What follows belongs to an exercise in optimizing a design on an open flow for a short achievable clock period; a production flow would make more cautious choices.
Function was checked by simulation only, so behaviour that the tests miss may differ from the original.
No activity file was given, so power comes from the tool's default toggle rates.

==> flow/design.v <==
module alarm_dueby #(
    parameter W = 16
) (
    input  wire [W-1:0] c,        
    input  wire [W-1:0] sched,    
    input  wire [W-1:0] extra,    
    output wire         due
);
    wire [W-1:0] target = sched + extra;
    wire [W-1:0] diff   = c - target;
    assign due = ~diff[W-1];
endmodule
module alarm_timer #(
    parameter TW = 32,
    parameter W  = 24,
    parameter S  = 8
) (
    input  wire          clk,
    input  wire          rst,
    input  wire [TW-1:0] now,
    input  wire [2:0]    t_op,
    input  wire [W-1:0]  t_arg,
    output wire          t_due
);
    localparam [2:0] OP_NOP    = 3'd0;
    localparam [2:0] OP_SET    = 3'd1;
    localparam [2:0] OP_RESET  = 3'd2;
    localparam [2:0] OP_DUEBY  = 3'd3;
    localparam [2:0] OP_WAIT   = 3'd4;
    localparam [2:0] OP_REPEAT = 3'd5;
    reg  [W-1:0] sched;
    wire [W-1:0] c = now[S +: W];
    wire due;
    alarm_dueby #(.W(W)) u_cmp (
        .c     (c),
        .sched (sched),
        .extra (t_arg),
        .due   (due)
    );
    reg due_op;
    always @(*) begin
        case (t_op)
            OP_DUEBY, OP_WAIT, OP_REPEAT: due_op = due;
            default:                      due_op = 1'b0;
        endcase
    end
    assign t_due = due_op & ~rst;
    always @(posedge clk) begin
        if (rst) begin
            sched <= {W{1'b0}};
        end else begin
            case (t_op)
                OP_SET:    sched <= c + t_arg;
                OP_RESET:  sched <= c;
                OP_WAIT:   if (due) sched <= c;
                OP_REPEAT: if (due) sched <= sched + t_arg;
                default:   sched <= sched;
            endcase
        end
    end
endmodule
module dmx_frame_decoder #(
    parameter TW           = 32,
    parameter ALARM_W      = 16,
    parameter ALARM_S      = 0,
    parameter [7:0] CHAR_BASE    = 8'h00,
    parameter [7:0] START_DELIM  = 8'h7E,
    parameter [7:0] SEND_COMMAND = 8'h06,
    parameter [7:0] FINISH_DELIM = 8'hE7,
    parameter [ALARM_W-1:0] IDLE_TIMEOUT = 200,
    parameter MAX_CEILING  = 512
) (
    input  wire          clk,
    input  wire          rst,
    input  wire          init,
    input  wire          in_valid,
    output wire          in_ready,
    input  wire [7:0]    in_data,
    input  wire [TW-1:0] now,
    output reg           sink_cfg_valid,
    output reg  [9:0]    sink_cfg_count,
    output reg           sink_wr_valid,
    output reg  [8:0]    sink_wr_index,
    output reg  [7:0]    sink_wr_data,
    output reg           ok_pulse,
    output reg           err_pulse,
    output reg  [7:0]    err_tag,
    output reg           ok_indicator
);
    localparam [2:0] ST_START  = 3'd0;
    localparam [2:0] ST_CMD    = 3'd1;
    localparam [2:0] ST_LOW    = 3'd2;
    localparam [2:0] ST_HIGH   = 3'd3;
    localparam [2:0] ST_DATA   = 3'd4;
    localparam [2:0] ST_FINISH = 3'd5;
    localparam [7:0] TAG_M    = 8'h4D;
    localparam [7:0] TAG_R    = 8'h52;
    localparam [7:0] TAG_ZERO = 8'h30;
    localparam [7:0] TAG_C    = 8'h43;
    reg [2:0]         state;
    reg [7:0]         pending_byte;
    reg [15:0]        declared_count;
    reg [9:0]         active_count;
    reg [9:0]         write_index;
    reg [ALARM_W-1:0] sched;
    assign in_ready = ~(rst | init);
    wire accept = in_valid & ~rst & ~init;
    wire       ignored = (in_data < CHAR_BASE);
    wire [7:0] ch      = in_data - CHAR_BASE;
    wire [ALARM_W-1:0] c = now[ALARM_S +: ALARM_W];
    wire idle_due;
    alarm_dueby #(.W(ALARM_W)) u_idle (
        .c     (c),
        .sched (sched),
        .extra (IDLE_TIMEOUT),
        .due   (idle_due)
    );
    wire in_start = (state == ST_START) || (state > ST_FINISH);
    wire resync   = ~in_start && (ch == START_DELIM) && idle_due;
    wire [15:0] d_new = declared_count + {ch, 8'h00};
    reg [2:0]  n_state;
    reg [15:0] n_declared;
    reg [9:0]  n_active;
    reg [9:0]  n_windex;
    reg        n_ok_ind;
    reg        ev_cfg;
    reg [9:0]  ev_cfg_count;
    reg        ev_wr;
    reg [8:0]  ev_wr_index;
    reg        ev_ok;
    reg        ev_err;
    reg [7:0]  ev_tag;
    reg        full_reset;
    reg [2:0]  st;
    reg        do_finish;
    always @(*) begin
        n_state      = state;
        n_declared   = declared_count;
        n_active     = active_count;
        n_windex     = write_index;
        n_ok_ind     = ok_indicator;
        ev_cfg       = 1'b0;
        ev_cfg_count = 10'd0;
        ev_wr        = 1'b0;
        ev_wr_index  = 9'd0;
        ev_ok        = 1'b0;
        ev_err       = 1'b0;
        ev_tag       = 8'h00;
        full_reset   = 1'b0;
        do_finish    = 1'b0;
        st = in_start ? ST_START : state;
        if (resync) begin
            ev_err       = 1'b1;
            ev_tag       = TAG_R;
            n_active     = 10'd0;
            n_windex     = 10'd0;
            n_ok_ind     = 1'b0;
            ev_cfg       = 1'b1;
            ev_cfg_count = 10'd0;
            st           = ST_START;
        end
        case (st)
            ST_START: begin
                if (ch == START_DELIM) begin
                    n_state = ST_CMD;
                end else begin
                    ev_err     = 1'b1;
                    ev_tag     = TAG_M;
                    full_reset = 1'b1;
                    n_state    = ST_START;
                end
            end
            ST_CMD: begin
                if (ch == SEND_COMMAND) begin
                    n_state = ST_LOW;
                end else begin
                    ev_err     = 1'b1;
                    ev_tag     = TAG_M;
                    full_reset = 1'b1;
                    n_state    = ST_START;
                end
            end
            ST_LOW: begin
                n_declared = {8'h00, ch};
                n_state    = ST_HIGH;
            end
            ST_HIGH: begin
                n_declared = d_new;
                if (d_new == 16'd0) begin
                    ev_err     = 1'b1;
                    ev_tag     = TAG_ZERO;
                    full_reset = 1'b1;
                end else if (d_new > MAX_CEILING) begin
                    ev_err     = 1'b1;
                    ev_tag     = TAG_C;
                    full_reset = 1'b1;
                end else begin
                    if (d_new != {6'd0, active_count}) begin
                        n_active     = d_new[9:0];
                        ev_cfg       = 1'b1;
                        ev_cfg_count = d_new[9:0];
                    end
                    n_windex = 10'd0;
                    n_state  = ST_DATA;
                end
            end
            ST_DATA: begin
                if (write_index < active_count) begin
                    ev_wr       = 1'b1;
                    ev_wr_index = write_index[8:0];
                    n_windex    = write_index + 10'd1;
                    n_state     = ST_DATA;
                end else begin
                    do_finish = 1'b1;
                end
            end
            default: begin
                do_finish = 1'b1;
            end
        endcase
        if (do_finish) begin
            if (ch == FINISH_DELIM) begin
                ev_ok    = 1'b1;
                n_ok_ind = 1'b1;
                n_state  = ST_START;
            end else begin
                ev_err     = 1'b1;
                ev_tag     = TAG_M;
                full_reset = 1'b1;
                n_state    = ST_START;
            end
        end
        if (full_reset) begin
            n_state      = ST_START;
            n_active     = 10'd0;
            n_windex     = 10'd0;
            n_ok_ind     = 1'b0;
            ev_cfg       = 1'b1;
            ev_cfg_count = 10'd0;
        end
    end
    always @(posedge clk) begin
        if (rst || init) begin
            state          <= ST_START;
            active_count   <= 10'd0;
            write_index    <= 10'd0;
            ok_indicator   <= 1'b0;
            sched          <= c;
            if (rst) begin
                pending_byte   <= 8'd0;
                declared_count <= 16'd0;
            end
            sink_cfg_valid <= 1'b1;
            sink_cfg_count <= 10'd0;
            sink_wr_valid  <= 1'b0;
            sink_wr_index  <= 9'd0;
            sink_wr_data   <= 8'd0;
            ok_pulse       <= 1'b0;
            err_pulse      <= 1'b0;
            err_tag        <= 8'h00;
        end else if (accept && !ignored) begin
            state          <= n_state;
            pending_byte   <= ch;
            declared_count <= n_declared;
            active_count   <= n_active;
            write_index    <= n_windex;
            ok_indicator   <= n_ok_ind;
            sched          <= c;           
            sink_cfg_valid <= ev_cfg;
            sink_cfg_count <= ev_cfg_count;
            sink_wr_valid  <= ev_wr;
            sink_wr_index  <= ev_wr_index;
            sink_wr_data   <= ch;
            ok_pulse       <= ev_ok;
            err_pulse      <= ev_err;
            err_tag        <= ev_tag;
        end else begin
            sink_cfg_valid <= 1'b0;
            sink_wr_valid  <= 1'b0;
            ok_pulse       <= 1'b0;
            err_pulse      <= 1'b0;
        end
    end
endmodule
module dmx_core (
    input  wire        clk,
    input  wire        rst,
    input  wire [31:0] now,
    input  wire        init,
    input  wire        in_valid,
    output wire        in_ready,
    input  wire [7:0]  in_data,
    output wire        sink_cfg_valid,
    output wire [9:0]  sink_cfg_count,
    output wire        sink_wr_valid,
    output wire [8:0]  sink_wr_index,
    output wire [7:0]  sink_wr_data,
    output wire        ok_pulse,
    output wire        err_pulse,
    output wire [7:0]  err_tag,
    output wire        ok_indicator,
    input  wire [2:0]  t_op,
    input  wire [23:0] t_arg,
    output wire        t_due
);
    dmx_frame_decoder #(
        .TW      (32),
        .ALARM_W (16),
        .ALARM_S (0)
    ) u_dec (
        .clk            (clk),
        .rst            (rst),
        .init           (init),
        .in_valid       (in_valid),
        .in_ready       (in_ready),
        .in_data        (in_data),
        .now            (now),
        .sink_cfg_valid (sink_cfg_valid),
        .sink_cfg_count (sink_cfg_count),
        .sink_wr_valid  (sink_wr_valid),
        .sink_wr_index  (sink_wr_index),
        .sink_wr_data   (sink_wr_data),
        .ok_pulse       (ok_pulse),
        .err_pulse      (err_pulse),
        .err_tag        (err_tag),
        .ok_indicator   (ok_indicator)
    );
    alarm_timer #(
        .TW (32),
        .W  (24),
        .S  (8)
    ) u_timer (
        .clk   (clk),
        .rst   (rst),
        .now   (now),
        .t_op  (t_op),
        .t_arg (t_arg),
        .t_due (t_due)
    );
endmodule
==> flow/run.sh <==
#!/bin/bash
# synth_recipe.tcl (not shown) runs the flow's synth.tcl, then flattens the netlist and writes it again
# the make line also repeats each setting of config.mk as NAME=value (left out here)
make -C /OpenROAD-flow-scripts/flow DESIGN_CONFIG=/design/flow/config.mk WORK_HOME=/design/flow/orfs CLKGATE_MAP_FILE= SYNTH_SCRIPT=/design/flow/synth_recipe.tcl finish
==> flow/config.mk <==
export PLATFORM = sky130hd
export DESIGN_NAME = dmx_core
export DESIGN_NICKNAME = dmx_core
export VERILOG_FILES = /design/flow/design.v
export SDC_FILE = /design/flow/constraint.sdc
export NUM_CORES = 4
export LEC_CHECK = 0
export CAP_MARGIN = 20
export CORE_MARGIN = 2
export CORE_UTILIZATION = 40
export SLEW_MARGIN = 20
==> flow/constraint.sdc <==
create_clock -name core_clock -period 7.0 [get_ports {clk}]
set_input_delay 1.4000 -clock core_clock [delete_from_list [all_inputs] [get_ports {clk}]]
set_output_delay 1.4000 -clock core_clock [all_outputs]
set_load 0.01 [all_outputs]
==> notes.md <==
## worst max-delay path by stage
stage	start	to	slack, ns	depth (start not counted)
after floorplan	t_arg[0]	t_due	0.31	19
after global placement	t_arg[0]	t_due	-1.01	21
after detailed placement	t_arg[0]	t_due	-1.09	21
after CTS	t_arg[12]	t_due	0.01	20
after global routing	t_arg[4]	t_due	-0.02	20
final	t_arg[4]	t_due	0.09	20
## final cells by class
type | instances | share of cell area [%]
sequential | 117 | 21.78
clock inverter | 11 | 0.7164
inverter | 77 | 2.364
timing repair buffer | 209 | 15.10
clock buffer | 21 | 4.032
tap | 313 | 3.203
multi-input combinational | 867 | 52.81
## sequential cells by signal, indices dropped and copies added (netlist names)
| signal | flops |
|---|---|
| u_dec.active_count | 10 |
| u_dec.declared_count | 16 |
| u_dec.err_pulse | 1 |
| u_dec.err_tag | 6 |
| u_dec.ok_indicator | 1 |
| u_dec.ok_pulse | 1 |
| u_dec.sched | 16 |
| u_dec.sink_cfg_count | 10 |
| u_dec.sink_cfg_valid | 1 |
| u_dec.sink_wr_data | 8 |
| u_dec.sink_wr_index | 9 |
| u_dec.sink_wr_valid | 1 |
| u_dec.state | 3 |
| u_dec.write_index | 10 |
| u_timer.sched | 24 |
## kinds of logic after synthesis
logic type / share of synthesized area, %
XOR/XNOR: 5.341
AND/OR/NAND/NOR: 16.65
flip-flops: 28.48
buffers and inverters: 4.859
other: 0.04012
multiplexers: 2.182
adder cells (fa/ha/maj): 15.63
AO/OA/AOI/OAI: 26.81
## Yosys cell counts, drive strengths merged, types with 5 or more instances
library cell	count	area (um^2)
o21a	13	97.59
a31oi	11	68.82
inv	76	285.3
nand2b	10	62.56
xnor2	33	289.0
o211ai	15	112.6
nand3	30	150.1
or3	7	43.79
o2bb2ai	12	105.1
a211oi	20	160.2
nor2	77	289.0
nor3	37	185.2
ha	112	1401
a21boi	6	45.04
or2	5	31.28
nand2	84	315.3
edfxtp	32	960.9
nor2b	5	31.28
o31ai	11	82.58
o22ai	6	37.54
o21ai	53	265.3
xor2	24	210.2
and3	9	56.30
mux2i	17	170.2
a221oi	13	113.9
a22oi	10	75.07
dfxtp	85	1702
a211o	7	61.31
a21o	36	270.3
a21oi	82	410.4
nor4	9	83.83
nand4	9	56.30
and2	5	31.28
clkbuf	37	138.9
a22o	23	201.4
## critical path: cells and delay by family
family,cells,cell delay [ns]
AOI/OAI and AO/OA,6,1.29
xor gates and xnor gates,2,0.40
adders and majority gates,2,0.52
buffers and inverters,5,1.13
and+or+nand+nor,5,0.75
## power breakdown
part,switching (mW),internal [mW],total (mW)
combinational,0.574,0.544,1.12
sequential,0.0294,0.739,0.768
clock,0.356,0.509,0.865
## cell usage in the layout, fill, tap and decap left out, drive strengths merged, types with 10 or more instances in the layout
cell type      instances
o21ai                 53
o31ai                 11
nor2                  77
a211oi                20
xnor2                 33
buf                   99
edfxtp                32
o211ai                15
nand2                 84
a31oi                 11
a22o                  23
nor3                  37
mux2i                 17
ha                   112
o21a                  13
o2bb2ai               12
a21o                  36
a21oi                 82
clkdlybuf4s50        107
inv                   79
xor2                  24
dfxtp                 85
nand2b                10
a221oi                13
a22oi                 10
nand3                 30
clkbuf                21
## per-layer routing
layer | GRT usage [%] | part of all wire (%) | vias up
li1 | - | - | 4515
met1 | 35.24 | 49 | 4330
met2 | 36.42 | 43 | 293
met3 | 4.902 | 6.6 | 44
met4 | 7.034 | 1.8 | 0
met5 | 0 | 0 | -
## through the flow
stage | instance area [um^2] | setup slack (ns) | setup TNS, ns
3_5_place_dp | 11360 | -1.091 | -2.078
6_report | 12230 | 0.09173 | 0
3_3_place_gp | 11360 | -1.014 | -1.703
4_1_cts | 12050 | 0.009610 | 0
5_1_grt | 12230 | -0.01841 | -0.01841
2_1_floorplan | 9348 | 0.3113 | 0
## what timing repair did
item / CTS / global route
endpoints found under the hold margin: 0 / 0
pin swaps: 17 / 22
buffers inserted: 6 / 5
resized for setup: 22 / 23
endpoints found under the setup margin: 1 / 1
==> impl.org <==
** Run status
- Result of the run :: no timing/DRC/antenna violations

** Worst hold path
- In this run the most critical hold path is launched from u_dec.err_tag[5]$_SDFFE_PN0P_.
- The worst hold path belongs to the class reg -> reg.
- Worst hold stages :: 2
- The path with the worst hold slack has its endpoint at u_dec.err_tag[5]$_SDFFE_PN0P_.

** Die
- The floorplan step defined a die boundary enclosing 24610 um^2.
- Chip height :: 156.9 um
- Cell Rows :: 55
- The floorplan step set the die width to 156.9 um.
- Once the floorplan was initialized, standard cells occupied about two fifths of the core.
- Number of I/O pins :: 113
- The core region is about 23000 um^2.

** Timing
- Hold WS :: 0.4485 ns
- Final count of hold timing violations :: 0
- Of the available clock period, the critical path in the final layout requires between 90% and 100%.
- Based on the critical path, the design can be clocked at up to 144.8 MHz.
- Max Slew Vio Count :: 0
- Slew at the pin closest to its max-slew limit :: approximately 1.1 ns
- Headroom to the max-slew limit came out at 28.99%.
- Setup violations remaining at the end of the flow were counted as 0.
- Shortest period the worst path allows :: 6.908 ns
- Worst clock skew :: 0.01206 ns

** Worst setup path
- Worst r2r src :: u_timer.sched[0]$_SDFFE_PP0P_
- The worst register-to-register path has a setup slack of 1.67 ns.
- Capturing element type of the critical path :: output port
- Peak per-stage delay on the critical path :: 0.53 ns
- For the worst setup path, the data required time is 5.60 ns.
- The largest individual stage delay along the critical path comes from the cell clkdlybuf4s50_1.
- The worst setup path is of the in -> out kind.
- Critical path arrival :: 5.51 ns
- The critical path goes through clkdlybuf4s50_1 -> ha_4 -> a211o_1 -> a31o_2 -> buf_4 -> a31oi_4 -> o21ai_2 -> a31oi_2 -> xor2_1 -> ha_1 -> buf_4 -> nand4_1 -> buf_4 -> nor2_1 -> a2111oi_4 -> and3b_2 -> nor2_2 -> xor2_1 -> nor3_2 -> buf_2.
- The worst register-to-register path has a depth of 23.
- The worst setup path is launched from an input port.
- Cell occurring most often along the worst timing path :: buf_4
- FF-to-FF End :: u_timer.sched[10]$_SDFFE_PP0P_
- Of all nets on the critical path, the largest fanout is 3.

** Layout
- Register area :: between 2000 and 3000 um^2
- Share of final-layout standard cells stronger than drive strength 1 :: between 10% and 20%
- Cells fill between 50% and 60% of the core in the end.
- Number of antenna repair diodes :: 0
- In the final layout, the multi-input gates occupy 6456 um^2.
- # nets final :: 1475
- Final Instance Count excl. Fillers :: approximately 1600
- The layout has 2173 filler cells.
- From synthesis to final layout, the design area changed by 30.79%.

** Place
- Buffers placed on the I/O ports in this run total 111.
- The congestion estimate from routability-driven global placement came to 0.9087.
- Cells after DPL :: 1572
- Detail Placement HPWL :: 22020 um

** Synthesis
- After synthesis, the share of flip-flops with an asynchronous set or reset is 0%.
- After synthesis the cells add up to 9348 um^2.
- Share of the yosys chip area belonging to registers :: 28.48%
- Dominant synthesized flop cell :: dfxtp_1
- Number of distinct library cells after synthesis :: 79
- The synthesized design contains 32 enable-type register cells.
- The Yosys step of the flow raised 2 warnings.
- The number of nets in the synthesized netlist is 1287.
- Register bit total from synthesis :: 117
- Synthesis produced a netlist whose cell count is 1101.
- Each instance of the synthesized netlist takes up on average approximately 8.5 um^2.

** Pwr
- Worst vdd rail ir drop :: ~0.00012 V
- In this run the power density over the cells is 225.1 nW/um^2.
- For this design the static power due to leakage is ~5.3 nW.
- The design draws 2.752 mW.

** Global routing
- The total overflow left after global routing is 0.
- The number of global-route vias before repair came to 8701.
- The first global-routing pass estimated 46730 um of wire.
- The number of antenna violations at the first check in global routing came to 0.
- Largest net degree at the start of global routing :: 35
- Global routing used between 20% and 30% of the available tracks across all layers.

** Clock tree
- Clock transition at the registers of the reported paths :: 0.06 ns
- After clock tree synthesis, the flow added hold-fix buffers numbering 0.
- The longest clock path from root to sink contains 2 buffers.
- Counting every sink on the clock net gives between 100 and 150.
- TritonCTS built the clock tree.
- CTS built an H-tree with a depth of 4.
- The tree is rooted in a clkbuf_16.
- Clock network latency to the later pin of the worst-skew pair :: 0.42 ns
- Number of CTS-inserted buffers :: 17

** Route
- Summing over every cut layer, the via total after detailed routing is 9182.
- After the first detailed-routing iteration, the DRC count stood at 570.
- After detailed routing, the number of remaining DRC violations is 0.
- In the final routed layout, each cell accounts on average for ~18 um.
- In the routed layout, each cell is associated on average with a via count of 5.685.
- Summed over all layers, the routed wires come to roughly 30000 um.
- Once detail routing completed, the nets flagged for antenna violations numbered 0.
- DR pass1 iterations :: 5

** Run
- Count of maximum capacitance violations :: 0

==> static timing again, ports no longer ideal <==
The results above use ideal ports. As a check the final layout listed here was re-extracted and re-timed, cells and wires unchanged.
Step 1: set_driving_cell puts a clkbuf_16 on clk and a buf_2 on each other input, an assumption about the parent block.
Step 2 moves the port delays by t, midway between the first and last clock arrival at a register: inputs arrive t later, outputs are due t later. That takes back most of the time a late clock gives input paths.
Three values: no drivers, after step 1, after step 2; two values: the first two.
shift t [ns]: 0.464
slack for setup (ns): 0.092 / 0.070 / 0.070
worst setup path after step 2: input to output
After both steps setup and hold are still met in this run. The setup slack of this run moves by -0.022 ns with the drivers and by -0.022 ns with both steps.
